This design comes from an exercise in tuning for small area, a short achievable clock period and few clock cycles per item on the open sky130 flow, not from production work. Function was checked by simulation only, so behaviour that the tests miss may differ from the original. Power is estimated from default activity; no workload was simulated.

===== design/flow/standard.sh =====
#!/bin/bash
# synth_recipe.tcl (not shown) runs the flow's synth.tcl, then flattens the netlist and writes it again
# the make line also repeats each setting of config.mk as NAME=value (left out here)
make -C /OpenROAD-flow-scripts/flow DESIGN_CONFIG=/design/flow/config.mk WORK_HOME=/design/flow/orfs CLKGATE_MAP_FILE= SYNTH_SCRIPT=/design/flow/synth_recipe.tcl "${@:-finish}"

===== design/flow/config.mk =====
export PLATFORM = sky130hd
export DESIGN_NAME = bitpacker
export DESIGN_NICKNAME = bitpacker
export VERILOG_FILES = /design/flow/design.v
export SDC_FILE = /design/flow/constraint.sdc
export NUM_CORES = 4
export LEC_CHECK = 0
export ABC_AREA = 1
export CAP_MARGIN = 20
export CORE_MARGIN = 2
export CORE_UTILIZATION = 40
export SLEW_MARGIN = 20

===== design/flow/constraint.sdc =====
create_clock -name core_clock -period 10.0 [get_ports {clk}]
set_input_delay 2.0000 -clock core_clock [delete_from_list [all_inputs] [get_ports {clk}]]
set_output_delay 2.0000 -clock core_clock [all_outputs]
set_load 0.01 [all_outputs]

===== design/flow/design.v =====
module bitpacker (
    input  wire        clk,
    input  wire        rst,           
    input  wire        cmd_valid,
    output wire        cmd_ready,
    input  wire [79:0] cmd_word,
    input  wire        pay_valid,
    output wire        pay_ready,
    input  wire [7:0]  pay_data,
    output reg         rsp_valid,
    output wire [73:0] rsp_word,
    output reg         dst_we,
    output wire [31:0] dst_addr,
    output wire [7:0]  dst_data
);
    localparam [1:0] ST_OK = 2'd0, ST_OVERFLOW = 2'd1, ST_UNDERFLOW = 2'd2,
                     ST_ILLEGAL = 2'd3;
    wire [3:0]  i_opc = cmd_word[79:76];
    wire        i_e   = cmd_word[75];
    wire [2:0]  i_z   = cmd_word[74:72];
    wire [7:0]  i_cnt = cmd_word[71:64];
    wire [31:0] i_dh  = cmd_word[63:32];
    wire [31:0] i_dl  = cmd_word[31:0];
    wire i_z0    = (i_z == 3'd0);
    wire i_dh0   = (i_dh == 32'd0);
    wire i_dl0   = (i_dl == 32'd0);
    wire i_base  = !i_e && i_z0 && (i_cnt == 8'd0);
    wire i_le32  = (i_cnt <= 8'd32);
    wire i_le64  = (i_cnt <= 8'd64);
    wire i_init  = ((i_opc == 4'h1) && i_base && i_dh0) || ((i_opc == 4'h2) && i_base);
    wire i_reset = (i_opc == 4'h3) && i_base && i_dh0 && i_dl0;
    wire i_put   = ((i_opc == 4'h4) && i_z0 && i_le32 && i_dh0) ||
                   ((i_opc == 4'h5) && i_z0 && i_le64);
    wire i_flush = (i_opc == 4'h6) && i_base && i_dh0 && i_dl0;
    wire i_wrb   = (i_opc == 4'h7) && i_base && i_dh0;
    wire i_pos   = (i_opc == 4'h8) && i_base && i_dh0 && i_dl0;
    wire i_rem   = (i_opc == 4'h9) && i_base && i_dh0 && i_dl0;
    wire i_tail  = (i_opc == 4'hA) && i_base && i_dh0 && i_dl0;
    wire i_ill   = !(i_init || i_reset || i_put || i_flush || i_wrb || i_pos || i_rem || i_tail);
    wire       i_big = (i_opc == 4'h5) && !i_le32;
    wire [5:0] i_nhi = (i_cnt[6]) ? 6'd32 : {1'b0, i_cnt[4:0]};    
    wire [5:0] i_n0  = i_big ? (i_e ? 6'd32 : i_nhi) : i_cnt[5:0];
    wire [5:0] i_n1  = i_e ? i_nhi : 6'd32;
    wire [31:0] i_ml = (i_put && !i_big) ? mask32(i_cnt[5:0]) : 32'hFFFF_FFFF;
    wire [31:0] i_mh = (i_put && i_big) ? mask32(i_nhi) : 32'hFFFF_FFFF;
    reg [63:0] cache;
    reg [6:0]  fill;
    reg [31:0] index;
    reg [31:0] len;
    reg [32:0] room;
    reg        c_valid;
    reg        c_init, c_reset, c_put, c_flush, c_wrb, c_pos, c_rem, c_tail, c_ill;
    reg        c_e, c_big;
    reg [5:0]  c_n, c_n2;
    reg [31:0] c_dl, c_dh;
    reg [1:0]  c_ph;         
    reg [7:0]  sh;           
    reg [2:0]  fcnt;         
    reg        c_skip;       
    reg        pr;           
    reg [31:0] db;
    reg [1:0]  wcnt;         
    reg        adv;          
    reg [1:0]  st;
    reg        gv0, gv1;
    reg [2:0]  npend;        
    reg [2:0]  nbefore;      
    assign dst_addr = index;
    assign dst_data = db[31:24];
    assign rsp_word = {st, 4'd0, c_dl & {32{gv1}}, c_n[3:0] & {4{gv0}}, c_dh & {32{gv0}}};
    function [31:0] mask32;
        input [5:0] n;
        begin
            mask32 = (n >= 6'd32) ? 32'hFFFF_FFFF : ((32'd1 << n) - 32'd1);
        end
    endfunction
    function [31:0] le32;
        input [5:0]  n;
        input [31:0] v;
        reg   [31:0] m, s, hi, lo;
        reg   [5:0]  a;
        reg   [2:0]  r;
        begin
            m  = v;              
            s  = {m[7:0], m[15:8], m[23:16], m[31:24]};
            a  = {n[5:3], 3'b000};
            r  = n[2:0];
            hi = (a == 6'd0) ? 32'd0 : (s >> (6'd32 - a));
            lo = (r == 3'd0) ? 32'd0 : ((s >> (6'd24 - a)) & mask32({3'b000, r}));
            le32 = (hi << r) | lo;
        end
    endfunction
    wire        r_neg  = room[32];
    wire        r_big  = (room[31:4] != 28'd0);
    wire [31:0] ins_v  = (c_big && !c_e) ? c_dh : c_dl;
    wire [31:0] ins_m  = c_e ? le32(c_n, ins_v) : ins_v;
    wire [6:0]  fsum   = fill + {1'b0, c_n};
    wire        drain  = sh[7];
    wire [6:0]  ins_sh = drain ? {2'b00, sh[4:0]} : sh[6:0];
    wire [63:0] ins_c  = (drain ? {cache[31:0], 32'd0} : cache) | ({32'd0, ins_m} << ins_sh);
    wire        dok    = !r_neg && (room[31:2] != 30'd0);    
    wire [3:0]  f8     = fill[6:3];
    wire        fpart  = (fill[2:0] != 3'd0);
    wire [3:0]  c8     = f8 + {3'd0, fpart};
    wire        f_ovf  = r_neg || (!r_big && (room[3:0] < c8));
    wire [3:0]  f_nb   = r_neg ? 4'd0 : (!r_big && room[3:0] < f8) ? room[3:0] : f8;
    wire [1:0]  f_st   = f_ovf ? ST_OVERFLOW : fpart ? ST_UNDERFLOW : ST_OK;
    wire        q_any  = c_pos || c_rem || c_tail;
    wire        q_idx  = c_valid && q_any && !adv;
    wire [3:0]  xi     = q_idx ? f8 : {1'b0, nw_drain, 1'b0, adv};
    wire [32:0] idx_s  = {1'b0, index} + {29'd0, xi};
    wire [3:0]  yr     = q_any ? (c_rem ? c8 : f8) : (p_go && drain) ? 4'd4 : 4'd1;
    wire [32:0] sub    = room - {29'd0, yr};
    wire        s_neg  = sub[32];
    wire [35:0] pos    = {idx_s, fill[2:0]};
    wire [35:0] rem_v  = s_neg ? 36'd0 : {sub, 3'd0 - fill[2:0]};
    wire [31:0] tail_c = s_neg ? len : idx_s[31:0];
    wire [31:0] tail_l = s_neg ? 32'd0 : sub[31:0];
    wire quiet    = (wcnt == 2'd0);
    wire idle_rsp = (npend == 3'd0);
    wire p_go     = c_valid && c_put && (!drain || quiet) && (c_big || npend != 3'd7);
    wire p_ld     = p_go && drain && dok;
    wire p_done   = p_go && !c_big;
    wire nw_drain = p_go && drain && !dok;
    wire g_init   = c_valid && (c_init || c_reset) && quiet && npend != 3'd7;
    wire g_q      = c_valid && (c_pos || c_rem || c_tail || c_ill) && quiet && idle_rsp && !adv;
    wire g_fw     = c_valid && (c_flush || c_wrb) && quiet && idle_rsp;
    wire f_start  = g_fw && (c_ph == 2'd0);
    wire f_move   = (f_start && f_nb != 4'd0) || (g_fw && c_ph == 2'd1);
    wire f_last   = (f_start && f_nb <= 4'd1) || (g_fw && c_ph == 2'd1 && fcnt == 3'd1);
    wire pay_ph   = g_fw && (c_ph == 2'd2);
    wire pay_any  = (c_dl != 32'd0);
    assign pay_ready = pr;        
    wire take     = pay_ready && pay_valid;
    wire wr_ok    = !r_neg && (room[31:0] != 32'd0);      
    wire w_done   = pay_ph && (!pay_any || (take && c_dl == 32'd1));
    wire fl_done  = c_flush && f_last;
    wire wr_end   = w_done;
    wire triv     = p_done || g_init;
    wire c_done   = p_done || g_init || g_q || (g_fw && (fl_done || w_done));
    wire c_holds  = c_pos || c_rem || c_tail || c_wrb;
    assign cmd_ready = !c_valid ||
                       (c_put && !c_big && (!drain || quiet) && npend != 3'd7) ||
                       ((c_init || c_reset) && quiet && npend != 3'd7) ||
                       (c_ill && quiet && idle_rsp && !adv) ||
                       (c_flush && quiet && idle_rsp && c_ph == 2'd1 && fcnt == 3'd1);
    wire accept   = cmd_valid && cmd_ready;
    wire [6:0] fill_nx = g_init ? 7'd0 :
                         p_go   ? (drain ? fsum - 7'd32 : fsum) :
                         f_move ? fill - 7'd8 : fill;
    wire [5:0] n_nx    = cmd_ready ? i_n0 : (p_go && c_big) ? c_n2 : c_n;
    wire [3:0] tot   = {1'b0, npend} + {3'd0, triv};
    wire       rel   = p_ld ? (npend != 3'd0)
                            : (tot != 4'd0) && (nbefore != 3'd0 || wcnt <= 2'd1);
    always @(posedge clk) begin
        if (rst) begin
            cache   <= 64'd0;
            fill    <= 7'd0;
            sh      <= 8'd64;
            index   <= 32'd0;
            len     <= 32'd0;
            room    <= 33'd0;
            c_valid <= 1'b0;
            c_ph    <= 2'd0;
            pr      <= 1'b0;
            wcnt    <= 2'd0;
            adv     <= 1'b0;
            dst_we  <= 1'b0;
            rsp_valid <= 1'b0;
            npend   <= 3'd0;
            nbefore <= 3'd0;
            gv0     <= 1'b0;
            gv1     <= 1'b0;
            st      <= ST_OK;
        end else begin
            sh <= 8'd64 - {1'b0, fill_nx} - {2'b00, n_nx};
            rsp_valid <= 1'b0;
            gv0 <= 1'b0;
            gv1 <= 1'b0;
            npend <= tot[2:0] - {2'd0, rel};
            if (p_ld)
                nbefore <= npend - {2'd0, rel};
            else if (rel && nbefore != 3'd0)
                nbefore <= nbefore - 3'd1;
            if (rel) begin
                rsp_valid <= 1'b1;
                st <= ST_OK;
            end
            adv    <= 1'b0;
            dst_we <= 1'b0;
            if (p_ld) begin
                db     <= cache[63:32];
                wcnt   <= 2'd3;
                adv    <= 1'b1;
                dst_we <= 1'b1;
            end else if (wcnt != 2'd0) begin
                db     <= {db[23:0], 8'd0};
                wcnt   <= wcnt - 2'd1;
                adv    <= 1'b1;
                dst_we <= 1'b1;
            end else if (f_move) begin
                db[31:24] <= cache[63:56];
                adv    <= 1'b1;
                dst_we <= 1'b1;
            end else if (take && !c_skip) begin
                db[31:24] <= pay_data;
                adv    <= 1'b1;
                dst_we <= wr_ok;
            end
            if (!q_idx)
                index <= idx_s[31:0];
            if ((p_go && drain) || f_move || (take && !c_skip))
                room <= sub;
            if (p_go) begin
                cache <= ins_c;
                fill  <= drain ? fsum - 7'd32 : fsum;
                if (c_big) begin
                    c_big <= 1'b0;
                    c_n   <= c_n2;
                    if (c_e)
                        c_dl <= c_dh;
                end
            end
            if (g_init) begin
                cache <= 64'd0;
                fill  <= 7'd0;
                index <= 32'd0;
                if (c_init) begin
                    len  <= c_dl;
                    room <= {1'b0, c_dl};
                end else
                    room <= {1'b0, len};
            end
            if (g_q) begin
                rsp_valid <= 1'b1;
                st  <= c_ill ? ST_ILLEGAL : ST_OK;
                gv0 <= !c_ill;
                gv1 <= c_tail;
                if (c_pos) begin
                    c_dh <= pos[31:0];
                    c_n[3:0] <= pos[35:32];
                end
                if (c_rem) begin
                    c_dh <= rem_v[31:0];
                    c_n[3:0] <= rem_v[35:32];
                end
                if (c_tail) begin
                    c_dh <= tail_c;
                    c_dl <= tail_l;
                    c_n[3:0] <= 4'd0;
                end
            end
            if (f_start) begin
                st <= f_st;
                c_skip <= (f_st != ST_OK);
                fcnt <= f_nb[2:0] - 3'd1;
            end
            if (f_move) begin
                cache <= {cache[55:0], 8'd0};
                fill  <= fill - 7'd8;
                if (!f_start)
                    fcnt <= fcnt - 3'd1;
            end
            if (g_fw && c_ph == 2'd0)
                c_ph <= f_last ? 2'd2 : 2'd1;
            else if (g_fw && c_ph == 2'd1 && fcnt == 3'd1)
                c_ph <= 2'd2;
            if (fl_done) begin
                rsp_valid <= 1'b1;
                if (f_start)
                    st <= f_st;
            end
            if (take) begin
                c_dl <= c_dl - 32'd1;
                if (!c_skip && wr_ok)
                    c_dh <= c_dh + 32'd1;
                if (!c_skip && !wr_ok)
                    st <= ST_OVERFLOW;
            end
            pr <= (g_fw && c_wrb && f_last) ? pay_any :
                  pay_ph ? (take ? (c_dl != 32'd1) : pay_any) : 1'b0;
            if (w_done) begin
                rsp_valid <= 1'b1;
                gv0 <= 1'b1;
            end
            if (c_done)
                c_valid <= 1'b0;
            if (accept)
                c_valid <= 1'b1;
            if (cmd_ready) begin
                c_init  <= i_init;
                c_reset <= i_reset;
                c_put   <= i_put;
                c_flush <= i_flush;
                c_wrb   <= i_wrb;
                c_pos   <= i_pos;
                c_rem   <= i_rem;
                c_tail  <= i_tail;
                c_ill   <= i_ill;
                c_e     <= i_e;
                c_big   <= i_put && i_big;
                c_n     <= i_n0;
                c_n2    <= i_n1;
                c_dl    <= i_dl & i_ml;
                c_dh    <= i_dh & i_mh;
                c_ph    <= 2'd0;
            end
        end
    end
endmodule

===== design/flow/flow/run.sh =====
#!/bin/bash
set -euo pipefail
bash standard.sh SETUP_SLACK_MARGIN=5.5 finish > standard.log 2>&1

==> run summary, run 1 <==
* Detail-routed via count per cell: 6.157
* Combinational power share: 65.1%
* Floorplan core area: 71,610 µm²
- The die is 273.4 µm wide.
* Final period util: 45.45%
- Buffers inserted during clock tree synthesis total 40.
* Type of the setup path with the least slack: in2reg
- The analysis attributes to net switching a power of 6004 µW.
- In the final routed layout, each cell accounts on average for 26.34 µm.
- Clock power frac: 14.0%
* Seq cells post-synth: 318
- The longest clock path from root to sink contains 3 buffers.
- Number of clock sinks: 318
- Yosys mapped a number of flops with a built-in enable equal to 123.
* Number of setup violations in the final report: 0
- Yosys Warn Count: 1
- Across every metal layer, demand over resource in global routing totals 39.76%.
- Commonest register cell after synthesis: sky130_fd_sc_hd__dfxtp_1
* Via count of the first global-routing pass: 33,384
- Summed instance area of the synthesized netlist: 29,020 µm²
* Switch share: 55.61%
* Global-route wire length before repair: 221,200 µm
* Final global-route overflow total: 0
- The detailed router placed 35,999 vias in this run.
- The flow ran to the end and the layout has no timing, DRC or antenna violations.
- Top cells by area in the synthesized netlist: sky130_fd_sc_hd__nand2_1, sky130_fd_sc_hd__dfxtp_1, sky130_fd_sc_hd__edfxtp_1
* Number of nets in the finished design: 5,017
- Maximum clock frequency: 0.2200 GHz
- Number of antenna-violating nets in the routed design: 0
* Accumulated negative setup slack: 0 ns
* Number of hold-slack violations in the final timing report: 0
- The top cell type by area accounts for 13.96% of the synthesized area.
- Fraction of layout instances using a drive strength above 1: 9.422%
* Total number of H-tree levels: 2
* Worst clock skew: 0.03298 ns
- Of the synthesized area, sequential elements account for 26.18%.
* HPWL after detailed placement: 115,200 µm
- Internal power consumption: 4791 µW
- CTS tree: built
- Starting Density: 40.53%
- Number of cells produced by synthesis: 4,766
- Power density over the cells: 311.6 nW/µm²
- Drt first-iter violations: 4,781
* Most frequent cell after synthesis: sky130_fd_sc_hd__nand2_1
- After floorplanning, the core was divided into 98 placement rows.
- DRC viols: 0
- Along the worst path, the maximum fanout reaches 5.
- Synthesized area per cell: 6.089 µm²
- Number of distinct library cell variants in the gate-level netlist after synthesis: 67
- In this run the worst hold path is classified as reg2reg.
- Hold-fix buffer count after cts: 0
- Headroom to the max-slew limit came out at 25.42%.
- Setup repair after global routing missed its margin: true
- Largest net degree at the start of global routing: 85
- Final GP Congestion: 1.053
* Post-route total power: 10,800 µW
* Library cell occupying the most area in the post-synthesis netlist: sky130_fd_sc_hd__nand2_1
- The analysis attributes to cell leakage a power of 0.01454 µW.
- The total count of max-transition violations in the final report was 0.
* Insertion delay of the later-clocked pin in the worst-skew pair: 0.59 ns
- The tree is rooted in a sky130_fd_sc_hd__clkbuf_16.
- The final layout contains routed wiring with a total length of 154,000 µm.
* Detailed-routing iteration count for the pre-antenna-repair pass: 6
* Buffers on Ports: 205
- Ranked by instance count, the synthesized netlist is headed by sky130_fd_sc_hd__nand2_1, sky130_fd_sc_hd__nand3_1, sky130_fd_sc_hd__inv_1.
- Die Height: 273.4 µm
* Clock slew seen by the registers of the worst setup and hold paths: 0.06 ns
- # IOs: 210
- Setup slack on the worst reg-to-reg path comes out at 5.61 ns.
- The worst path in the final design needs a cycle of 4.545 ns, including I/O delays and setup.
- Fraction of registers with async set or reset after synthesis: 0%
* Initial antenna violation count: 6
- Transition time of the tightest slew-check pin: 1.119 ns
- Synth-to-Final Area Change: 19.36%
* Peak supply drop: 0.1675 mV
- Die Footprint: 74,720 µm²
- At the worst endpoint, the required time is 10.41 ns.
- Worst Path Arrival: 4.95 ns
- Across the run, the number of max-cap violations was 0.
- Type of element capturing the critical path: flop
* Seq pwr share: 20.9%
- Kind of start point of the critical path: primary input
## critical path: stages
cell                      delay, ns
sky130_fd_sc_hd__buf_8         0.11
sky130_fd_sc_hd__inv_4         0.06
sky130_fd_sc_hd__nand2_4       0.06
sky130_fd_sc_hd__nor2_4        0.11
sky130_fd_sc_hd__inv_2         0.05
sky130_fd_sc_hd__o21ai_1       0.11
sky130_fd_sc_hd__nand2_1       0.12
sky130_fd_sc_hd__inv_2         0.10
sky130_fd_sc_hd__nor2_4        0.04
sky130_fd_sc_hd__inv_2         0.07
sky130_fd_sc_hd__a21oi_4       0.04
sky130_fd_sc_hd__buf_12        0.14
sky130_fd_sc_hd__nor3_4        0.34
sky130_fd_sc_hd__a21o_1        0.27
sky130_fd_sc_hd__ha_4          0.24
sky130_fd_sc_hd__inv_2         0.06
sky130_fd_sc_hd__ha_4          0.13
sky130_fd_sc_hd__inv_2         0.04
sky130_fd_sc_hd__fa_2          0.38
sky130_fd_sc_hd__o31ai_4       0.22
sky130_fd_sc_hd__a21oi_1       0.10
sky130_fd_sc_hd__nor2_1        0.11
sky130_fd_sc_hd__nor3_1        0.06
## final timing paths
path,startpoint,to,cells after the start
setup / recovery,cmd_word[65],sh[7],23
hold / removal,cache[6],cache[6],2
setup reg to reg,wcnt[0],sh[7],21
hold reg to reg,cache[6],cache[6],2
## power by group through the flow
stage	sequential (µW)	combinational, µW	clock (µW)
after floorplan	1930	4180	0
after global placement	2230	6150	0
after detailed placement	2220	6140	0
after CTS	2210	6460	1510
after global routing	2260	7530	1570
final	2260	7030	1510
## per-stage QoR
stage / setup WS [ns] / utilization [%] / cell area (µm²) / hold WS (ns) / cells
2_1_floorplan: 5.460 / - / 29090 / 0.4411 / 4769
3_3_place_gp: 3.571 / 43.90 / 31430 / 0.4498 / 5670
3_5_place_dp: 3.473 / 43.90 / 31430 / 0.4519 / 5670
4_1_cts: 5.443 / 47.05 / 33690 / 0.4611 / 5788
5_1_grt: 5.310 / 48.36 / 34630 / 0.4822 / 5844
6_report: 5.455 / 48.37 / 34640 / 0.4644 / 5847
## layout by cell type, fill, tap and decap left out, drive strengths merged, types with 73 or more instances in the layout
| cell | n |
|---|---|
| inv | 563 |
| dfxtp | 195 |
| nand3 | 714 |
| buf | 159 |
| nand4 | 73 |
| nor2 | 400 |
| clkdlybuf4s50 | 191 |
| a21oi | 290 |
| edfxtp | 123 |
| o21ai | 400 |
| nand2 | 1082 |
## metal layers
| metal | global-route usage (%) | vias up | part of all wire, % |
|---|---|---|---|
| met5 | 0 | - | 0.018 |
| met4 | 28.44 | 4 | 8.8 |
| met3 | 9.307 | 598 | 10 |
| met2 | 61.69 | 2178 | 43 |
| met1 | 48.38 | 16908 | 37 |
| li1 | - | 16311 | - |
## sequential cells by signal, indices dropped and copies added, names as in the netlist, 6 cells and up, named ones only
signal / flops
len: 32
c_n2: 6
index: 32
room: 33
cache: 64
c_dl: 32
c_dh: 32
c_n: 6
sh: 8
db: 32
fill: 7
## cell families (layout without fill, tap and decap cells)
group	after synthesis	after routing	share of synthesized area, %
fa+ha+maj	64	64	2.863
other cells	1	8	0.01292
mux	1	1	0.03880
compound gates	988	988	19.56
flops	318	318	26.18
xor+xnor	93	93	2.807
buf+inv	896	1018	12.34
simple gates	2405	2407	36.19
## layout make-up
| class | count | area (µm²) |
|---|---|---|
| Multi-Input combinational cell | 3557 | 18760 |
| Sequential cell | 318 | 7606 |
| Antenna cell | 4 | 10.01 |
| Timing Repair Buffer | 362 | 3487 |
| Timing Repair inverter | 1 | 5.005 |
| Clock inverter | 16 | 123.9 |
| Tap cell | 950 | 1189 |
| Inverter | 581 | 2246 |
| Fill cell | 7655 | 36970 |
| Clock buffer | 58 | 1214 |
## what timing repair did
action | CTS | global route
gates resized for setup | 184 | 143
pin swaps | 37 | 67
cloned | 5 | 4
buffers inserted | 39 | 51
hold endpoints to repair | 0 | 0
setup endpoints to repair | 195 | 125
Testbench counts, summed over its fixed seeds: cycles 55,951, cmds 24,000.
==> inputs of run 2 (changes only) <==
==> design/flow/flow/run.sh (replaced) <==
#!/bin/bash
set -euo pipefail
bash standard.sh SETUP_SLACK_MARGIN=5 cts > standard_cts.log 2>&1
bash standard.sh SETUP_SLACK_MARGIN=5.5 finish > standard_finish.log 2>&1
==> run summary, run 2 <==
* Status: timing/DRC/antenna clean (unchanged)
- The total count of max-transition violations in the final report was 0 (unchanged).
* Row count: 98 (unchanged)
- The initial antenna violation count came to 7 (was 6).
- Fraction of registers with async set or reset after synthesis: 0% (unchanged)
- Sequential fraction of the synthesis area: 26.18% (unchanged)
* Transition time of the tightest slew-check pin: 1.128 ns (was 1.119 ns)
- Library cell occupying the most area in the post-synthesis netlist: sky130_fd_sc_hd__nand2_1 (unchanged)
- Top reg by flops: cache (unchanged)
- Final global-route overflow total: 0 (unchanged)
- The synthesized netlist cell count came to 4,766 (unchanged).
* Starting Density: 40.53% (unchanged)
* Horizontal die dimension: 273.4 µm (unchanged)
- Most frequent cell on the critical path: sky130_fd_sc_hd__inv_2 (unchanged)
- The final total negative setup slack is 0 ns (unchanged).
- The total of flip-flops plus latches after synthesis came to 318 (unchanged).
- The number of nets in the final layout is 5,044 (was 5,017).
* Worst Path Arrival: 4.93 ns (was 4.95 ns)
- Switching component of the power: 6065 µW (was 6004 µW)
- Biggest regs: cache (64), room (33) (unchanged).
- The share of power burned in combinational logic was 65.2% (was 65.1%).
- Detailed-routing iteration count for the pre-antenna-repair pass: 9 (was 6)
- The post-synthesis cell type count was 67 (unchanged).
- Max reg flops: 64 (unchanged)
- The worst endpoint required time is 10.42 ns (was 10.41 ns).
- Type of the worst min-delay path: reg2reg (unchanged)
- Number of violations of the max-capacitance limit: 0 (unchanged)
- Critical Path Max Stage Delay: 0.42 ns (was 0.38 ns)
- Summed instance area of the synthesized netlist: 29,020 µm² (unchanged)
- Number of setup violations in the final report: 0 (unchanged)
- Type of element capturing the critical path: flop (unchanged)
- The most instantiated library cell after synthesis is sky130_fd_sc_hd__nand2_1 (unchanged).
* Top cells by area in the synthesized netlist: sky130_fd_sc_hd__nand2_1, sky130_fd_sc_hd__dfxtp_1, sky130_fd_sc_hd__edfxtp_1 (unchanged)
- The clock-pin transition on the worst setup and hold timing paths is 0.06 ns (about the same).
- Die Height: 273.4 µm (unchanged)
- The worst-case headroom to the max-slew limit was 24.10% (was 25.42%).
- The routed wire length was 152,700 µm (was 154,000 µm).
- Post-route total power: 11,030 µW (was 10,800 µW)
- The overall fraction of global-route tracks in use is 38.27% (was 39.76%).
- The detailed-placement wirelength estimate was 110,300 µm (was 115,200 µm).
* Start point of the worst min-delay path: len[30] (was cache[6])
* Leading cell type in the layout, fill and taps excluded: sky130_fd_sc_hd__nand2_1 (unchanged)
- Commonest register cell after synthesis: sky130_fd_sc_hd__dfxtp_1 (unchanged)
- The internal power consumption was 4964 µW (was 4791 µW).
* Drt first-iter violations: 5,612 (was 4,781)
* Dpl cells: 5,669 (was 5,670)
* Reg2Reg Launch Point: fill[0] (was wcnt[0])
- The share of total power consumed by net switching is 54.99% (was 55.61%).
* Final standard cell utilization of the core: 49.03% (was 48.37%)
* CTS tree: built (unchanged)
* Peak supply drop: 0.2841 mV (was 0.1675 mV)
- Via count of the first global-routing pass: 32,484 (was 33,384)
* Total number of H-tree levels: 2 (unchanged)
- Final GP Congestion: 1.052 (was 1.053)
- The final-layout fill cell count was 7,454 (was 7,655).
- The design area came to 35,110 µm² (was 34,640 µm²).
- The DRC violation count after routing is 0 (unchanged).
- Buffers on Ports: 205 (unchanged)
* Kind of start point of the critical path: primary input (unchanged)
- Share of Yosys cell area claimed by the top area cell type: 13.96% (unchanged)
- Die Footprint: 74,720 µm² (unchanged)
- Floorplan core area: 71,610 µm² (unchanged)
- Average wire per standard cell: 26.00 µm (was 26.34 µm)
- The boundary pin count came to 210 (unchanged).
- The count of flip-flops with a built-in enable after synthesis was 123 (unchanged).
* Dpl cell area: 31,390 µm² (was 31,430 µm²)
* Clock tree buffer depth: 3 (unchanged)
- Maximum clock frequency: 0.2217 GHz (was 0.2200 GHz)
- Fraction of layout instances using a drive strength above 1: 10.26% (was 9.422%)
- The mean post-synth cell area is 6.089 µm² (unchanged).
- The antenna violation net count after detailed routing was 0 (unchanged).
- The number of hold-slack violations in the final timing report is 0 (unchanged).
* Yosys Warn Count: 1 (unchanged)
* Setup repair after global routing missed its margin: true (unchanged)
* Final period util: 45.10% (was 45.45%)
- Detail-routed via count per cell: 6.188 (was 6.157)
- Seq pwr share: 20.7% (was 20.9%)
- Worst clock skew: 0.04504 ns (was 0.03298 ns)
- Cell-by-cell listing of the critical path: buf_4, inv_2, nand2_4, nor2_4, inv_2, o21ai_1, nand2_1, inv_2, nor2_2, inv_2, a21oi_4, buf_6, nor3_4, nor2_4, ha_4, inv_1, fa_2, o31ai_4, a21oi_2, nor2_1, nor3_1 (was buf_8, inv_4, nand2_4, nor2_4, inv_2, o21ai_1, nand2_1, inv_2, nor2_4, inv_2, a21oi_4, buf_12, nor3_4, a21o_1, ha_4, inv_2, ha_4, inv_2, fa_2, o31ai_4, a21oi_1, nor2_1, nor3_1)
- Lkg Pwr: 0.01475 µW (was 0.01454 µW)
- The maximum number of pins on one net before global-route repair came to 104 (was 85).
* CTS buffer count: 41 (was 40)
- The startpoint-to-endpoint class of the critical path is in2reg (unchanged).
* Clock period minus worst slack: 4.510 ns (was 4.545 ns)
- The insertion delay to the later sink of the worst-skew pair came to 0.60 ns (was 0.59 ns).
- Clock power frac: 14.1% (was 14.0%)
* Vias: 36,357 (was 35,999)
* Number of clock sinks: 318 (unchanged)
* Commonest cells after routing, fill and taps aside: sky130_fd_sc_hd__nand2_1, sky130_fd_sc_hd__nand3_1, sky130_fd_sc_hd__inv_1, sky130_fd_sc_hd__o21ai_0, sky130_fd_sc_hd__nor2_1 (unchanged)
* Top cells by instance count after synthesis: sky130_fd_sc_hd__nand2_1, sky130_fd_sc_hd__nand3_1, sky130_fd_sc_hd__inv_1 (unchanged)
- Synth-to-Final Area Change: 20.99% (was 19.36%)
* Cell Count, Final, Fillers Out: 5,875 (was 5,847)
- The origin of the worst setup path is cmd_word[65] (unchanged).
* Worst path slowest cell: sky130_fd_sc_hd__fa_2 (unchanged)
- Largest fanout of any net on the critical path: 5 (unchanged)
- The clock root buffer is sky130_fd_sc_hd__clkbuf_16 (unchanged).
- Global-route wire length before repair: 214,000 µm (was 221,200 µm)
* Power density over the cells: 314.1 nW/µm² (was 311.6 nW/µm²)
[run 2: cell counts after synthesis]
Identical to the previous run, type by type.
[run 2: path summary, 6_finish.rpt]
path | slack, ns | cells after the start | to
max | 5.49 | 21 | sh[7]
min | 0.46 | 2 | len[30]
max reg2reg | 5.50 | 20 | c_dl[26]
min reg2reg | 0.46 | 2 | len[30]
[run 2: logic make-up (layout without fill, tap and decap cells)]
logic type / count (synthesis) / after routing / share of synthesized area, %
compound gates: 988 / 988 / 19.56
xor+xnor: 93 / 93 / 2.807
fa+ha+maj: 64 / 64 / 2.863
buf+inv: 896 / 1045 / 12.34
flops: 318 / 318 / 26.18
mux: 1 / 1 / 0.03880
other cells: 1 / 9 / 0.01292
simple gates: 2405 / 2407 / 36.19
[run 2: final cells by class]
type / count / area (µm²) / share of cell area [%]
diodes: 5 / 12.51 / 0.03564
clock buffers: 52 / 1139 / 3.243
clock inverters: 23 / 236.5 / 0.6735
inverters: 581 / 2257 / 6.429
multi-input cells: 3557 / 18780 / 53.48
flip-flops and latches: 318 / 7619 / 21.70
well taps: 950 / 1189 / 3.385
repair buffers: 388 / 3876 / 11.04
repair inverters: 1 / 5.005 / 0.01425
[run 2: power groups by stage]
stage	sequential, µW	clock (µW)	combinational (µW)
after floorplan	1930	0	4150
after global placement	2230	0	6020
after detailed placement	2230	0	6020
after CTS	2210	1550	6150
after global routing	2280	1600	7670
final	2280	1550	7190
[run 2: what timing repair did]
action,in CTS,in global routing
gates cloned,3,12
hold endpoints to repair,0,0
endpoints found under the setup margin,109,185
gates resized for setup,63,278
pin swaps,3,80
hold buffers,0,0
buffers inserted,8,101
[run 2: through the flow]
step	setup slack [ns]	hold WS [ns]
detailed placement	3.579	0.4541
global route	5.316	0.4825
finish	5.490	0.4629
global placement	3.608	0.4480
CTS	5.005	0.4619
floorplan	5.023	0.4411
[run 2: routing by layer]
| metal | share of wire, % | track usage [%] | up-vias |
|---|---|---|---|
| met1 | 38 | 47.43 | 16938 |
| met2 | 43 | 59.67 | 2392 |
| met3 | 11 | 9.026 | 637 |
| li1 | - | - | 16384 |
| met5 | 0.12 | 0 | - |
| met4 | 7.9 | 24.32 | 6 |
[run 2: worst max-delay path, delay by kind of cell]
kind | cells | cell delay [ns]
AO/OA/AOI/OAI | 4 | 0.55
adder cells (fa/ha/maj) | 2 | 0.73
buffers and inverters | 7 | 0.67
AND/OR/NAND/NOR | 8 | 0.98
==> inputs of run 3 (changes only) <==
==> design/flow/flow/run.sh (replaced) <==
#!/bin/bash
set -euo pipefail
bash standard.sh SETUP_SLACK_MARGIN=5.6 'BUFFER_PORTS_ARGS=-buffer_cell sky130_fd_sc_hd__buf_1' finish > standard.log 2>&1
--- a/design/flow/config.mk
+++ b/design/flow/config.mk
@@ -10,3 +10,3 @@
 export CORE_MARGIN = 2
-export CORE_UTILIZATION = 40
+export CORE_UTILIZATION = 50
 export SLEW_MARGIN = 20
==> run summary, run 3 <==
- Synth-to-Final Area Change: 16.52% (was 20.99%)
- Worst clock skew: 0.03515 ns (was 0.04504 ns)
* Starting Density: 50.40% (was 40.53%)
- Start point of the worst min-delay path: len[30] (unchanged)
- Worst Path Arrival: 4.82 ns (was 4.93 ns)
- Dpl cell area: 30,000 µm² (was 31,390 µm²)
- Die Footprint: 59,980 µm² (was 74,720 µm²)
- The synthesized netlist cell count is 4,766 (unchanged).
* Switch share: 55.56% (was 54.99%)
- The clock sink count is 318 (unchanged).
- The prevailing post-synth register cell was sky130_fd_sc_hd__dfxtp_1 (unchanged).
- The kind of end point of the critical path is a flop (unchanged).
* Number of flops mapped to enable cells by yosys: 123 (unchanged)
- Global-route usage over all layers: 46.30% (was 38.27%)
* Critical Path Start: c_tail (was cmd_word[65])
- Via count of the first global-routing pass: 32,503 (was 32,484)
- Cell-by-cell listing of the critical path: buf_12, nor2_4, inv_2, nor2_4, buf_6, buf_4, buf_4, buf_4, nor2_4, nor2_2, buf_4, clkinv_1, o221ai_1, nand2_1, nand2_1, o21ai_0 (was buf_4, inv_2, nand2_4, nor2_4, inv_2, o21ai_1, nand2_1, inv_2, nor2_2, inv_2, a21oi_4, buf_6, nor3_4, nor2_4, ha_4, inv_1, fa_2, o31ai_4, a21oi_2, nor2_1, nor3_1)
- Top cells by area in the synthesized netlist: sky130_fd_sc_hd__nand2_1, sky130_fd_sc_hd__dfxtp_1, sky130_fd_sc_hd__edfxtp_1 (unchanged).
- Lkg Pwr: 0.01440 µW (was 0.01475 µW)
- The warning count from the yosys run was 1 (unchanged).
- The routed wire length is 146,300 µm (was 152,700 µm).
- The kind of start point of the critical path is a flop (was primary input).
* Synthesized area per cell: 6.089 µm² (unchanged)
- Top cells by instance count after synthesis: sky130_fd_sc_hd__nand2_1, sky130_fd_sc_hd__nand3_1, sky130_fd_sc_hd__inv_1 (unchanged)
- Library cell occupying the most area in the post-synthesis netlist: sky130_fd_sc_hd__nand2_1 (unchanged)
- Root cell of the clock tree: sky130_fd_sc_hd__clkbuf_16 (unchanged)
- The maximum fanout encountered on the critical timing path came to 27 (was 5).
- Worst path slowest cell: sky130_fd_sc_hd__clkinv_1 (was sky130_fd_sc_hd__fa_2)
- The number of buffers on the longest clock path is 3 (unchanged).
- Number of violations of the max-capacitance limit: 0 (unchanged)
- Seq cells post-synth: 318 (unchanged)
- Internal power consumption: 4733 µW (was 4964 µW)
- The cts-stage hold buffer count was 0 (unchanged).
- The clock-pin transition on the worst setup and hold timing paths came to 0.06 ns (about the same).
- Type of the worst min-delay path: reg2reg (unchanged)
- The worst-case headroom to the max-slew limit is 26.85% (was 24.10%).
* Synth Area in Compound Gates: 19.56% (unchanged)
- Adder-cell share of the synthesized area: 2.863% (unchanged)
* Summed instance area of the synthesized netlist: 29,020 µm² (unchanged)
* Data required time at the worst endpoint: 10.32 ns (was 10.42 ns)
* Drt first-iter violations: 5,745 (was 5,612)
- Filler cells: 5,734 (was 7,454)
- Commonest cells after routing, fill and taps aside: sky130_fd_sc_hd__nand2_1, sky130_fd_sc_hd__nand3_1, sky130_fd_sc_hd__inv_1, sky130_fd_sc_hd__o21ai_0, sky130_fd_sc_hd__nor2_1 (unchanged)
* Reg2Reg Launch Point: c_tail (was fill[0])
* Number of distinct library cell variants in the gate-level netlist after synthesis: 67 (unchanged)
- Status: timing/DRC/antenna clean (unchanged)
- Type of the setup path with the least slack: reg2reg (was in2reg)
* DRC viols: 0 (unchanged)
- Number of nets in the finished design: 5,061 (was 5,044)
* Critical Path Max Stage Delay: 0.85 ns (was 0.42 ns)
- The post-layout minimum cycle time came to 4.500 ns (was 4.510 ns).
* Mux contribution to synthesized area: 0.03880% (unchanged)
- The clock share of power came to 13.4% (was 14.1%).
- Final global-route overflow total: 0 (unchanged)
* Sequential fraction of the synthesis area: 26.18% (unchanged)
- Accumulated negative setup slack: 0 ns (unchanged)
- The share of power burned in registers was 20.9% (was 20.7%).
- The wire length of the first global-routing pass is 207,500 µm (was 214,000 µm).
- The mean routed wirelength per cell came to 25.67 µm (was 26.00 µm).
* Switching component of the power: 5917 µW (was 6065 µW)
- Biggest regs: cache (64), room (33) (unchanged)
- Number of setup violations in the final report: 0 (unchanged)
- The boundary pin count came to 210 (unchanged).
- The design area is 33,810 µm² (was 35,110 µm²).
- Initial antenna violation count: 3 (was 7)
- The via count normalized by instance count was 6.402 (was 6.188).
- Most frequent cell on the critical path: sky130_fd_sc_hd__buf_4 (was sky130_fd_sc_hd__inv_2)
- The simple-gate share of the synthesized area is 36.19% (unchanged).
* Dominant combinational cell family by area after synthesis: simple AND/OR/NAND/NOR gates (unchanged)
- The commonest non-fill, non-tap cell in the layout is sky130_fd_sc_hd__nand2_1 (unchanged).
- Top reg by flops: cache (unchanged)
* Largest net degree at the start of global routing: 85 (was 104)
- Number of hold-slack violations in the final timing report: 0 (unchanged)
- Combinational power share: 65.7% (was 65.2%)
- Max reg flops: 64 (unchanged)
* Total number of H-tree levels: 2 (unchanged)
* Worst reg2reg setup slack: 5.50 ns (about the same)
* Peak supply drop: 0.3030 mV (was 0.2841 mV)
- Number of antenna-violating nets in the routed design: 0 (unchanged)
* Final period util: 45.00% (was 45.10%)
* Post-route total power: 10,650 µW (was 11,030 µW)
* Power density over the cells: 315.0 nW/µm² (was 314.1 nW/µm²)
- The proportion of synthesized flip-flops having asynchronous set or reset came to 0% (unchanged).
- The placeable core region is 57,590 µm² (was 71,610 µm²).
* Share of Yosys cell area claimed by the top area cell type: 13.96% (unchanged)
- The CTS tree is built (unchanged).
* HPWL after detailed placement: 105,700 µm (was 110,300 µm)
* XOR/XNOR Fraction of Synth Area: 2.807% (unchanged)
- Insertion delay of the later-clocked pin in the worst-skew pair: 0.60 ns (about the same)
- Most frequent cell after synthesis: sky130_fd_sc_hd__nand2_1 (unchanged)
- The detailed-routing iteration count for the pre-antenna-repair pass came to 7 (was 9).
* Die Height: 244.9 µm (was 273.4 µm)
* Vias: 36,490 (was 36,357)
- The maximum frequency from static timing analysis is 0.2222 GHz (was 0.2217 GHz).
* Fraction of layout instances using a drive strength above 1: 11.15% (was 10.26%)
- Final GP Congestion: 1.041 (was 1.052)
- Setup repair after global routing missed its margin: true (unchanged)
- Horizontal die dimension: 244.9 µm (was 273.4 µm)
- Buffers on Ports: 205 (unchanged)
* Transition time of the tightest slew-check pin: 1.097 ns (was 1.128 ns)
* CTS buffer count: 38 (was 41)
- Final Max Slew Viols: 0 (unchanged)
* Row count: 88 (was 98)
-- run 3: what timing repair did --
item,CTS,global route
buffers inserted,52,76
endpoints found under the setup margin,216,142
resized for setup,160,181
pin swaps,34,93
gates cloned,9,4
hold endpoints to repair,0,0
-- run 3: layout make-up --
| cell class | instances | area [µm²] | share of cell area, % |
|---|---|---|---|
| Inverter | 581 | 2293 | 6.782 |
| Antenna cell | 1 | 2.502 | 0.007400 |
| Timing Repair inverter | 1 | 5.005 | 0.01480 |
| Tap cell | 765 | 957.2 | 2.831 |
| Clock inverter | 17 | 143.9 | 0.4255 |
| Timing Repair Buffer | 410 | 2789 | 8.248 |
| Multi-Input combinational cell | 3555 | 18930 | 55.98 |
| Sequential cell | 318 | 7619 | 22.53 |
| Clock buffer | 52 | 1075 | 3.178 |
-- run 3: worst paths after layout --
| path | endpoint | depth (start not counted) |
|---|---|---|
| max | c_dh[7] | 16 |
| min | len[30] | 2 |
| max reg2reg | c_dh[7] | 16 |
| min reg2reg | len[30] | 2 |
-- run 3: through the flow --
| step | worst slack, ns | util (%) | hold slack, ns | instances |
|---|---|---|---|---|
| CTS | 5.546 | 56.36 | 0.4620 | 5619 |
| floorplan | 5.474 | - | 0.4411 | 4769 |
| global placement | 3.723 | 52.09 | 0.4503 | 5489 |
| global route | 5.399 | 58.72 | 0.4900 | 5699 |
| detailed placement | 3.507 | 52.09 | 0.4534 | 5489 |
| finish | 5.500 | 58.72 | 0.4624 | 5700 |
-- run 3: kinds of logic after synthesis --
family / after synthesis
simple gates: 2405
flops: 318
fa+ha+maj: 64
other cells: 1
compound gates: 988
mux: 1
buf+inv: 896
xor+xnor: 93
-- run 3: layer usage --
layer	track usage [%]	wire, µm	up-vias
li1	-	-	16398
met1	55.39	52180	16789
met2	71.39	62600	2589
met3	13.00	18560	712
met4	33.27	12990	2
met5	0	13	-
-- run 3: critical path: cells and delay by family, from the launching register on --
kind / cells / cell delay [ns]
compound gates: 2 / 0.86
flops: 1 / 0.44
buf+inv: 8 / 2.10
simple gates: 6 / 0.78
-- run 3: power by group through the flow --
stage          registers [µW]  clock network, µW  logic, µW
3_5_place_dp             2180                  0       5910
6_report                 2230               1420       7000
3_3_place_gp             2180                  0       5900
5_1_grt                  2230               1460       7460
2_1_floorplan            1930                  0       4190
4_1_cts                  2170               1410       6260
==> inputs of run 4 (changes only) <==
--- a/design/flow/design.v
+++ b/design/flow/design.v
@@ -43,4 +43,3 @@
     wire [5:0] i_n1  = i_e ? i_nhi : 6'd32;
-    wire [31:0] i_ml = (i_put && !i_big) ? mask32(i_cnt[5:0]) : 32'hFFFF_FFFF;
-    wire [31:0] i_mh = (i_put && i_big) ? mask32(i_nhi) : 32'hFFFF_FFFF;
+    wire       i_swp = i_big && !i_e;
     reg [63:0] cache;
@@ -56,6 +55,4 @@
     reg [1:0]  c_ph;         
-    reg [7:0]  sh;           
     reg [2:0]  fcnt;         
     reg        c_skip;       
-    reg        pr;           
     reg [31:0] db;
@@ -83,3 +80,3 @@
         begin
-            m  = v;              
+            m  = v & mask32(n);
             s  = {m[7:0], m[15:8], m[23:16], m[31:24]};
@@ -94,7 +91,6 @@
     wire        r_big  = (room[31:4] != 28'd0);
-    wire [31:0] ins_v  = (c_big && !c_e) ? c_dh : c_dl;
-    wire [31:0] ins_m  = c_e ? le32(c_n, ins_v) : ins_v;
+    wire [31:0] ins_m  = c_e ? le32(c_n, c_dl) : (c_dl & mask32(c_n));
     wire [6:0]  fsum   = fill + {1'b0, c_n};
-    wire        drain  = sh[7];
-    wire [6:0]  ins_sh = drain ? {2'b00, sh[4:0]} : sh[6:0];
+    wire        drain  = fsum > 7'd64;
+    wire [6:0]  ins_sh = (drain ? 7'd96 : 7'd64) - fsum;
     wire [63:0] ins_c  = (drain ? {cache[31:0], 32'd0} : cache) | ({32'd0, ins_m} << ins_sh);
@@ -111,3 +107,3 @@
     wire [32:0] idx_s  = {1'b0, index} + {29'd0, xi};
-    wire [3:0]  yr     = q_any ? (c_rem ? c8 : f8) : (p_go && drain) ? 4'd4 : 4'd1;
+    wire [3:0]  yr     = q_any ? (c_rem ? c8 : f8) : c_put ? 4'd4 : 4'd1;
     wire [32:0] sub    = room - {29'd0, yr};
@@ -132,3 +128,3 @@
     wire pay_any  = (c_dl != 32'd0);
-    assign pay_ready = pr;        
+    assign pay_ready = pay_ph && pay_any;
     wire take     = pay_ready && pay_valid;
@@ -147,6 +143,2 @@
     wire accept   = cmd_valid && cmd_ready;
-    wire [6:0] fill_nx = g_init ? 7'd0 :
-                         p_go   ? (drain ? fsum - 7'd32 : fsum) :
-                         f_move ? fill - 7'd8 : fill;
-    wire [5:0] n_nx    = cmd_ready ? i_n0 : (p_go && c_big) ? c_n2 : c_n;
     wire [3:0] tot   = {1'b0, npend} + {3'd0, triv};
@@ -158,3 +150,2 @@
             fill    <= 7'd0;
-            sh      <= 8'd64;
             index   <= 32'd0;
@@ -164,3 +155,2 @@
             c_ph    <= 2'd0;
-            pr      <= 1'b0;
             wcnt    <= 2'd0;
@@ -175,3 +165,2 @@
         end else begin
-            sh <= 8'd64 - {1'b0, fill_nx} - {2'b00, n_nx};
             rsp_valid <= 1'b0;
@@ -219,4 +208,3 @@
                     c_n   <= c_n2;
-                    if (c_e)
-                        c_dl <= c_dh;
+                    c_dl  <= c_dh;
                 end
@@ -279,4 +267,2 @@
             end
-            pr <= (g_fw && c_wrb && f_last) ? pay_any :
-                  pay_ph ? (take ? (c_dl != 32'd1) : pay_any) : 1'b0;
             if (w_done) begin
@@ -303,4 +289,4 @@
                 c_n2    <= i_n1;
-                c_dl    <= i_dl & i_ml;
-                c_dh    <= i_dh & i_mh;
+                c_dl    <= i_swp ? i_dh : i_dl;
+                c_dh    <= i_swp ? i_dl : i_dh;
                 c_ph    <= 2'd0;
==> design/flow/run.sh (new file) <==
#!/bin/bash
# synth_recipe.tcl (not shown) runs the flow's synth.tcl, then flattens the netlist and writes it again
# the make line also repeats each setting of config.mk as NAME=value (left out here)
make -C /OpenROAD-flow-scripts/flow DESIGN_CONFIG=/design/flow/config.mk WORK_HOME=/design/flow/orfs CLKGATE_MAP_FILE= SYNTH_SCRIPT=/design/flow/synth_recipe.tcl finish
--- a/design/flow/config.mk
+++ b/design/flow/config.mk
@@ -8,5 +8,6 @@
 export ABC_AREA = 1
-export CAP_MARGIN = 20
+export CAP_MARGIN = 0
 export CORE_MARGIN = 2
-export CORE_UTILIZATION = 50
-export SLEW_MARGIN = 20
+export CORE_UTILIZATION = 40
+export SETUP_SLACK_MARGIN = 5
+export SLEW_MARGIN = 0
removed: design/flow/flow/run.sh
removed: design/flow/standard.sh
==> run summary, run 4 <==
- Reg2Reg Launch Point: c_n[2] (was c_tail)
* Terminus of the critical flop-to-flop path: c_dh[28] (was c_dh[7])
- Synthesized area per cell: 6.240 µm² (was 6.089 µm²)
- The maximum number of pins on one net before global-route repair came to 73 (was 85).
- Hold path depth: 2 (unchanged)
- Filler cells: 7,212 (was 5,734)
* Antenna diode instance count: 0 (was 1)
- Worst hold margin: 0.4747 ns (was 0.4624 ns)
- Data required time at the worst endpoint: 10.32 ns (about the same)
- The switching component of the power is 8040 µW (was 5917 µW).
- The post-placement cell count was 5,346 (was 5,489).
* Insertion delay of the later-clocked pin in the worst-skew pair: 0.60 ns (about the same)
* Number of nets in the finished design: 4,713 (was 5,061)
- The slowest cell on the critical path is sky130_fd_sc_hd__edfxtp_1 (was sky130_fd_sc_hd__clkinv_1).
* Top cells by area in the synthesized netlist: sky130_fd_sc_hd__dfxtp_1, sky130_fd_sc_hd__edfxtp_1, sky130_fd_sc_hd__nand2_1 (was sky130_fd_sc_hd__nand2_1, sky130_fd_sc_hd__dfxtp_1, sky130_fd_sc_hd__edfxtp_1)
- The placeable core region was 68,710 µm² (was 57,590 µm²).
- Accumulated negative setup slack: 0 ns (unchanged)
- Overall routed net length: 136,600 µm (was 146,300 µm)
- Mux contribution to synthesized area: 0.2832% (was 0.03880%)
* Root cell of the clock tree: sky130_fd_sc_hd__clkbuf_16 (unchanged)
- The number of setup violations in the final report came to 0 (unchanged).
- Top reg by flops: cache (unchanged)
* Final global-route overflow total: 0 (unchanged)
- Row count: 96 (was 88)
- The dominant combinational cell family by area after synthesis is simple AND/OR/NAND/NOR gates (unchanged).
- The overall fraction of global-route tracks in use was 36.77% (was 46.30%).
* Final period util: 51.85% (was 45.00%)
* Transition time of the tightest slew-check pin: 1.155 ns (was 1.097 ns)
* Kind of start point of the critical path: flop (unchanged)
- The setup skew after layout came to 0.04392 ns (was 0.03515 ns).
* Most frequent cell on the critical path: sky130_fd_sc_hd__nor2_4 (was sky130_fd_sc_hd__buf_4)
- Most frequent cell after synthesis: sky130_fd_sc_hd__nand2_1 (unchanged)
- Synth-to-Final Area Change: 21.47% (was 16.52%)
* Total number of H-tree levels: 2 (unchanged)
- The clock sink count came to 309 (was 318).
* Buffers on Ports: 205 (unchanged)
* Leading cell type in the layout, fill and taps excluded: sky130_fd_sc_hd__nand2_1 (unchanged)
* Summed instance area of the synthesized netlist: 27,830 µm² (was 29,020 µm²)
* Number of cells produced by synthesis: 4,460 (was 4,766)
- Number of violations of the max-capacitance limit: 0 (unchanged)
- The final estimated routing congestion in global placement is 1.007 (was 1.041).
- Clock power frac: 11.7% (was 13.4%)
- Vias: 33,878 (was 36,490)
- The proportion of synthesized flip-flops having asynchronous set or reset was 0% (unchanged).
- Number of flops mapped to enable cells by yosys: 123 (unchanged)
* Seq cells post-synth: 309 (was 318)
* XOR/XNOR Fraction of Synth Area: 3.116% (was 2.807%)
- The detailed-routing iteration count for the pre-antenna-repair pass is 10 (was 7).
- The boundary pin count is 210 (unchanged).
- Critical Path Stages: 33 (was 16)
- The power per unit of standard cell area came to 410.1 nW/µm² (was 315.0 nW/µm²).
* Number of hold-slack violations in the final timing report: 0 (unchanged)
- The arrival time of the worst setup path is 5.50 ns (was 4.82 ns).
- The vertical extent of the die is 267.8 µm (was 244.9 µm).
- Setup repair after global routing missed its margin: true (unchanged)
- The part of the Yosys area used for sequential elements came to 26.65% (was 26.18%).
* Library cell occupying the most area in the post-synthesis netlist: sky130_fd_sc_hd__dfxtp_1 (was sky130_fd_sc_hd__nand2_1)
- Commonest cells after routing, fill and taps aside: sky130_fd_sc_hd__nand2_1, sky130_fd_sc_hd__nand3_1, sky130_fd_sc_hd__inv_1, sky130_fd_sc_hd__o21ai_0, sky130_fd_sc_hd__nor2_1 (unchanged).
- The kind of end point of the critical path is a flop (unchanged).
* Biggest regs: cache (64), room (33) (unchanged)
* Number of distinct library cell variants in the gate-level netlist after synthesis: 66 (was 67)
- The clock-pin transition on the worst setup and hold timing paths came to 0.06 ns (about the same).
- The CTS tree is built (unchanged).
- Largest fanout of any net on the critical path: 4 (was 27)
- Max reg flops: 64 (unchanged)
- Number of antenna-violating nets in the routed design: 0 (unchanged)
- Critical Path Max Stage Delay: 0.44 ns (was 0.85 ns)
- The capture point of the worst path is c_dh[28] (was c_dh[7]).
- Combinational power share: 72.3% (was 65.7%)
* Global-route wire length before repair: 198,200 µm (was 207,500 µm)
* Clock tree buffer depth: 3 (unchanged)
- The adder-cell area share of the yosys netlist was 2.464% (was 2.863%).
- The total count of max-transition violations in the final report came to 0 (unchanged).
* Type of the setup path with the least slack: reg2reg (unchanged)
- Status: timing/DRC/antenna clean (unchanged).
* Starting Density: 40.50% (was 50.40%)
- Worst reg2reg setup slack: 4.81 ns (was 5.50 ns)
- Fraction of layout instances using a drive strength above 1: 10.63% (was 11.15%)
* Simple-gate share of the synthesized area: 35.13% (was 36.19%)
- The worst-case headroom to the max-slew limit was 22.97% (was 26.85%).
- Top cells by instance count after synthesis: sky130_fd_sc_hd__nand2_1, sky130_fd_sc_hd__nand3_1, sky130_fd_sc_hd__inv_1 (unchanged)
- Cell Count, Final, Fillers Out: 5,531 (was 5,700)
- Drt first-iter violations: 4,772 (was 5,745)
- The number of clock buffers inserted by TritonCTS is 40 (was 38).
* Peak supply drop: 0.3708 mV (was 0.3030 mV)
* Type of the worst min-delay path: reg2reg (unchanged)
- The die boundary width came to 267.8 µm (was 244.9 µm).
* Logic depth of the worst register-to-register path: 33 (was 16)
- The leakage power summed over all cells was 0.01450 µW (was 0.01440 µW).
* Seq pwr share: 16.1% (was 20.9%)
* Switch share: 57.99% (was 55.56%)
- Maximum clock frequency: 0.1929 GHz (was 0.2222 GHz)
- The prevailing post-synth register cell is sky130_fd_sc_hd__dfxtp_1 (unchanged).
* Internal power consumption: 5823 µW (was 4733 µW)
- DRC viols: 0 (unchanged)
- Die Footprint: 71,700 µm² (was 59,980 µm²)
- The detailed-placement wirelength estimate came to 98,460 µm (was 105,700 µm).
- The via count normalized by instance count came to 6.125 (was 6.402).
* Clock period minus worst slack: 5.185 ns (was 4.500 ns)
* Yosys Warn Count: 1 (unchanged)
* Critical Path Start: c_n[2] (was c_tail)
* Family of cells with the greatest summed delay on the critical path: simple AND/OR/NAND/NOR gates (was buffers and inverters)
- The initial antenna violation count came to 2 (was 3).
- The utilization of the core after routing was 49.20% (was 58.72%).
- Share of Yosys cell area claimed by the top area cell type: 13.38% (was 13.96%)
- The mean routed wirelength per cell was 24.70 µm (was 25.67 µm).
* Via count of the first global-routing pass: 30,461 (was 32,503)
- Buf/Inv on CP: 6 (was 8)
* Synth Area in Compound Gates: 21.14% (was 19.56%)
==> run 4: per-layer routing <==
metal	vias up	part of all wire, %	GRT usage, %
met1	15772	39	48.48
met2	2189	42	54.09
met3	410	11	8.788
met4	0	7.3	22.74
met5	-	0	0
li1	15507	-	-
==> run 4: power by group through the flow <==
stage               Clock [µW]  Combinational [µW]  Sequential, µW
floorplan                    0                6270            2000
global placement             0                8980            2230
detailed placement           0                8980            2230
CTS                       1620                9390            2200
global route              1670               10800            2250
finish                    1620               10000            2230
==> run 4: logic make-up (layout without fill, tap and decap cells) <==
family / count (synthesis) / count (layout)
adders and majority gates: 53 / 53
buffers and inverters: 787 / 924
other: 1 / 4
AOI/OAI and AO/OA: 1004 / 1004
and+or+nand+nor: 2200 / 2200
DFF: 309 / 309
xor gates and xnor gates: 99 / 99
muxes: 7 / 7
==> run 4: worst min-delay path by stage <==
stage	from	to	slack, ns
after detailed placement	cache[5]	cache[5]	0.46
after floorplan	cache[5]	cache[5]	0.44
after CTS	cache[5]	cache[5]	0.47
final	cache[5]	cache[5]	0.47
after global routing	len[29]	len[29]	0.50
after global placement	cache[5]	cache[5]	0.46
==> run 4: through the flow <==
step	total power (µW)	worst slack, ns	area (µm²)
6_report	13860	4.815	33800
5_1_grt	14760	4.545	33800
4_1_cts	13200	4.752	32790
3_5_place_dp	11210	2.538	30260
3_3_place_gp	11220	2.631	30260
2_1_floorplan	8266	5.017	27860
==> run 4: cell type report <==
class	count	area, µm²	area share (%)
clock buffers	55	1191	3.524
well taps	931	1165	3.446
multi-input cells	3367	18240	53.97
repair buffers	372	3666	10.85
flip-flops and latches	309	7420	21.95
repair inverters	3	17.52	0.05182
inverters	475	1842	5.448
clock inverters	19	259.0	0.7662
==> run 4: worst reg2reg max path, delay by kind of cell, from the launching register on <==
kind	cells	cell delay, ns
and+or+nand+nor	15	1.85
AOI/OAI and AO/OA	8	1.08
buffers and inverters	6	0.74
DFF	1	0.44
adders and majority gates	2	0.44
xor gates and xnor gates	2	0.35
==> run 4: timing repair <==
item / CTS / global route
endpoints found under the setup margin: 286 / 160
cloned: 7 / 3
hold buffers: 0 / 0
gates resized for setup: 121 / 140
setup buffers: 51 / 50
pin swaps: 33 / 52
Testbench counts of run 4, summed over its fixed seeds: cycles 55,951, cmds 24,000.
==> inputs of run 5 (changes only) <==
--- a/design/flow/config.mk
+++ b/design/flow/config.mk
@@ -8,3 +8,3 @@
 export ABC_AREA = 1
-export CAP_MARGIN = 0
+export CAP_MARGIN = 20
 export CORE_MARGIN = 2
@@ -12,2 +12,2 @@
 export SETUP_SLACK_MARGIN = 5
-export SLEW_MARGIN = 0
+export SLEW_MARGIN = 20
==> run summary, run 5 <==
- The met2 usage came to 54.09% (unchanged).
- The worst endpoint required time is 10.32 ns (about the same).
- The number of nets in the final layout is 4,713 (unchanged).
* Detailed-routing iteration count for the pre-antenna-repair pass: 6 (was 10)
* Sequential fraction of the synthesis area: 26.65% (unchanged)
* Vias: 33,886 (was 33,878)
- Kind of start point of the critical path: flop (unchanged)
* Logic depth of the worst register-to-register path: 33 (unchanged)
* Start point of the worst min-delay path: cache[5] (unchanged)
- The post-placement cell area came to 30,260 µm² (unchanged).
* Critical Path Max Stage Delay: 0.43 ns (was 0.44 ns)
- The end point of the worst hold path was cache[5] (unchanged).
- The top cell type's share of synthesized area is 13.38% (unchanged).
- Lkg Pwr: 0.01450 µW (about the same)
- Seq cells post-synth: 309 (unchanged)
- The end of the worst register-to-register path was c_dh[28] (unchanged).
- The number of hold-slack violations in the final timing report is 0 (unchanged).
* Detail-routed via count per cell: 6.127 (was 6.125)
- The wire length of the first global-routing pass came to 198,200 µm (unchanged).
- The post-layout minimum cycle time came to 5.182 ns (was 5.185 ns).
- Via count of the first global-routing pass: 30,461 (unchanged)
- Number of antenna-violating nets in the routed design: 0 (unchanged)
- Synthesized area per cell: 6.240 µm² (unchanged)
- Starting Density: 40.50% (unchanged)
* HPWL after detailed placement: 98,460 µm (unchanged)
- Top cells by area in the synthesized netlist: sky130_fd_sc_hd__dfxtp_1, sky130_fd_sc_hd__edfxtp_1, sky130_fd_sc_hd__nand2_1 (unchanged).
* Max reg flops: 64 (unchanged)
* Biggest regs: cache (64), room (33) (unchanged)
- Final global-route overflow total: 0 (unchanged)
- Summed instance area of the synthesized netlist: 27,830 µm² (unchanged)
* Met1 Use GR: 48.48% (unchanged)
* Met3 Track Usage GR: 8.788% (unchanged)
- The dominant cell type by area after synthesis was sky130_fd_sc_hd__dfxtp_1 (unchanged).
* Type of the worst min-delay path: reg2reg (unchanged)
- The boundary pin count was 210 (unchanged).
- The vertical extent of the die is 267.8 µm (unchanged).
- Status: timing/DRC/antenna clean (unchanged).
* DRC viols: 0 (unchanged)
- Final Max Slew Viols: 0 (unchanged)
- The number of diodes added for antenna fixing was 0 (unchanged).
* Top reg by flops: cache (unchanged)
* Insertion delay of the later-clocked pin in the worst-skew pair: 0.60 ns (about the same)
* Peak supply drop: 0.3728 mV (was 0.3708 mV)
* Average wire per standard cell: 24.72 µm (was 24.70 µm)
- Hold path depth: 2 (unchanged)
- Drt first-iter violations: 4,758 (was 4,772)
- Clock tree buffer depth: 3 (unchanged)
* Number of violations of the max-capacitance limit: 0 (unchanged)
- Type of element capturing the critical path: flop (unchanged)
- The gate family responsible for the most delay along the worst path was simple AND/OR/NAND/NOR gates (unchanged).
* Die Footprint: 71,700 µm² (unchanged)
* Yosys Warn Count: 1 (unchanged)
* Post-route total power: 13,870 µW (was 13,860 µW)
* Setup repair after global routing missed its margin: true (unchanged)
- The most instantiated library cell after synthesis is sky130_fd_sc_hd__nand2_1 (unchanged).
- The overall fraction of global-route tracks in use came to 36.77% (unchanged).
* Hold-fix buffer count after cts: 0 (unchanged)
- Root cell of the clock tree: sky130_fd_sc_hd__clkbuf_16 (unchanged)
- Final GP Congestion: 1.007 (unchanged)
- The standard-cell row count is 96 (unchanged).
- The slowest cell on the critical path is sky130_fd_sc_hd__edfxtp_1 (unchanged).
* Initial antenna violation count: 2 (unchanged)
* Buffers on Ports: 205 (unchanged)
- The arrival time of the worst setup path came to 5.50 ns (about the same).
- The placeable core region was 68,710 µm² (unchanged).
- Worst clock skew: 0.04405 ns (was 0.04392 ns)
* Number of clock sinks: 309 (unchanged)
* Most heavily used metal layer in global routing: met2 (unchanged)
- The number of clock buffers inserted by TritonCTS was 40 (unchanged).
- Accumulated negative setup slack: 0 ns (unchanged)
- The buffer and inverter count on the worst path came to 6 (unchanged).
* Overall routed net length: 136,700 µm (was 136,600 µm)
* CTS tree: built (unchanged)
- The worst-case headroom to the max-slew limit was 24.12% (was 22.97%).
- The synthesized netlist cell count was 4,460 (unchanged).
- Leading cell type in the layout, fill and taps excluded: sky130_fd_sc_hd__nand2_1 (unchanged)
- The startpoint of the worst register-to-register path was c_n[2] (unchanged).
- The post-synthesis cell type count was 66 (unchanged).
- Transition time of the tightest slew-check pin: 1.138 ns (was 1.155 ns)
- Power density over the cells: 410.2 nW/µm² (was 410.1 nW/µm²)
- The slack of the worst reg-to-reg path is 4.82 ns (was 4.81 ns).
- The prevailing post-synth register cell is sky130_fd_sc_hd__dfxtp_1 (unchanged).
- Number of setup violations in the final report: 0 (unchanged)
* Fraction of registers with async set or reset after synthesis: 0% (unchanged)
- Final period util: 51.82% (was 51.85%)
- Clock slew seen by the registers of the worst setup and hold paths: 0.06 ns (about the same)
- Top cells by instance count after synthesis: sky130_fd_sc_hd__nand2_1, sky130_fd_sc_hd__nand3_1, sky130_fd_sc_hd__inv_1 (unchanged)
- The count of flip-flops with a built-in enable after synthesis was 123 (unchanged).
- The depth of the CTS H-tree was 2 (unchanged).
- Horizontal die dimension: 267.8 µm (unchanged)
- The maximum fanout encountered on the critical timing path came to 4 (unchanged).
- The design area is 33,800 µm² (about the same).
- Type of the setup path with the least slack: reg2reg (unchanged)
* Most frequent cell on the critical path: sky130_fd_sc_hd__nor2_4 (unchanged)
- The fraction of layout instances using a drive strength above 1 is 10.65% (was 10.63%).
* Synth-to-Final Area Change: 21.47% (about the same)
- The maximum frequency from static timing analysis came to 0.1930 GHz (was 0.1929 GHz).
- Commonest cells after routing, fill and taps aside: sky130_fd_sc_hd__nand2_1, sky130_fd_sc_hd__nand3_1, sky130_fd_sc_hd__inv_1, sky130_fd_sc_hd__o21ai_0, sky130_fd_sc_hd__nor2_1 (unchanged)
- Largest net degree at the start of global routing: 73 (unchanged)
## run 5: worst max-delay path by stage
stage                           to  cells past startpoint  slack, ns  startpoint
after floorplan             c_n[1]                     34       5.02      c_n[1]
after global placement      c_n[0]                     31       2.63      c_n[0]
after detailed placement    c_n[0]                     31       2.54      c_n[0]
after CTS                   c_n[0]                     34       4.75      c_n[0]
after global routing      c_dh[28]                     33       4.55      c_n[2]
final                     c_dh[28]                     33       4.82      c_n[2]
## run 5: final cells by class
cell class | instances | area [µm²]
flip-flops and latches | 309 | 7421
multi-input cells | 3367 | 18240
well taps | 931 | 1165
repair inverters | 3 | 17.52
inverters | 475 | 1842
clock buffers | 55 | 1191
clock inverters | 19 | 259.0
fillers | 7211 | 34900
repair buffers | 372 | 3666
## run 5: stage by stage
stage | setup slack (ns) | instances | utilization (%) | hold slack (ns)
2_1_floorplan | 5.017 | 4463 | - | 0.4445
3_3_place_gp | 2.631 | 5346 | 44.04 | 0.4605
3_5_place_dp | 2.538 | 5346 | 44.04 | 0.4623
4_1_cts | 4.752 | 5478 | 47.73 | 0.4709
5_1_grt | 4.545 | 5531 | 49.20 | 0.4973
6_report | 4.818 | 5531 | 49.20 | 0.4776
## run 5: kinds of logic (layout without fill, tap and decap cells)
group	after synthesis	count (layout)	synth area share [%]
and+or+nand+nor	2200	2200	35.13
AOI/OAI and AO/OA	1004	1004	21.14
buffers and inverters	787	924	11.20
DFF	309	309	26.65
xor gates and xnor gates	99	99	3.116
adders and majority gates	53	53	2.464
muxes	7	7	0.2833
other	1	4	0.01348
## run 5: routing by layer
| layer | part of all wire, % | vias to the layer above |
|---|---|---|
| met4 | 7.2 | 0 |
| li1 | - | 15504 |
| met1 | 39 | 15791 |
| met5 | 0 | - |
| met3 | 12 | 422 |
| met2 | 42 | 2169 |
## run 5: repair_timing
action	in CTS	in global routing
setup endpoints to repair	286	160
setup buffers	51	50
pin swaps	33	52
gates resized for setup	121	140
cloned	7	3
## run 5: worst register-to-register path, delay by kind of cell, from the launching register on
family	cells	cell delay [ns]
compound gates	8	1.08
fa+ha+maj	2	0.44
xor+xnor	2	0.35
buf+inv	6	0.75
flops	1	0.43
simple gates	15	1.85
## run 5: power breakdown
| group | internal (µW) | total, µW | switching [µW] |
|---|---|---|---|
| combinational | 3100 | 10000 | 6910 |
| clock | 989 | 1620 | 632 |
| sequential | 1730 | 2230 | 497 |

[port drivers added, routing unchanged]
No port has a modelled driver above. Below, the same layouts with a new extraction and two added sets of constraints.
Step 1 assumes that a clkbuf_16 drives the clock port and a buf_2 every other input.
Step 2 moves the port delays by t, midway between the first and last clock arrival at a register: inputs arrive t later, outputs are due t later. That takes back most of the time a late clock gives input paths.
a / b / c = ideal / step 1 / step 2; a / b = the first two.
| run | t, ns | setup slack, ns | hold slack, ns | worst data-port slew with drivers (ns) |
|---|---|---|---|---|
| run 1 | 0.641 | 5.455 / 5.479 / 4.838 | 0.464 / 0.464 / 0.464 | 0.05 |
| run 2 | 0.648 | 5.490 / 5.503 / 4.889 | 0.463 / 0.463 / 0.463 | 0.05 |
| run 3 | 0.643 | 5.500 / 5.500 / 4.970 | 0.462 / 0.462 / 0.462 | 0.07 |
| run 4 | 0.648 | 4.815 / 4.774 / 4.462 | 0.475 / 0.475 / 0.475 | 0.05 |
| run 5 | 0.647 | 4.818 / 4.776 / 4.481 | 0.478 / 0.478 / 0.478 | 0.05 |
After both steps every run listed still meets setup and hold. The setup slack of run 1, which loses most, moves by +0.024 ns with the drivers and by -0.617 ns with both steps.
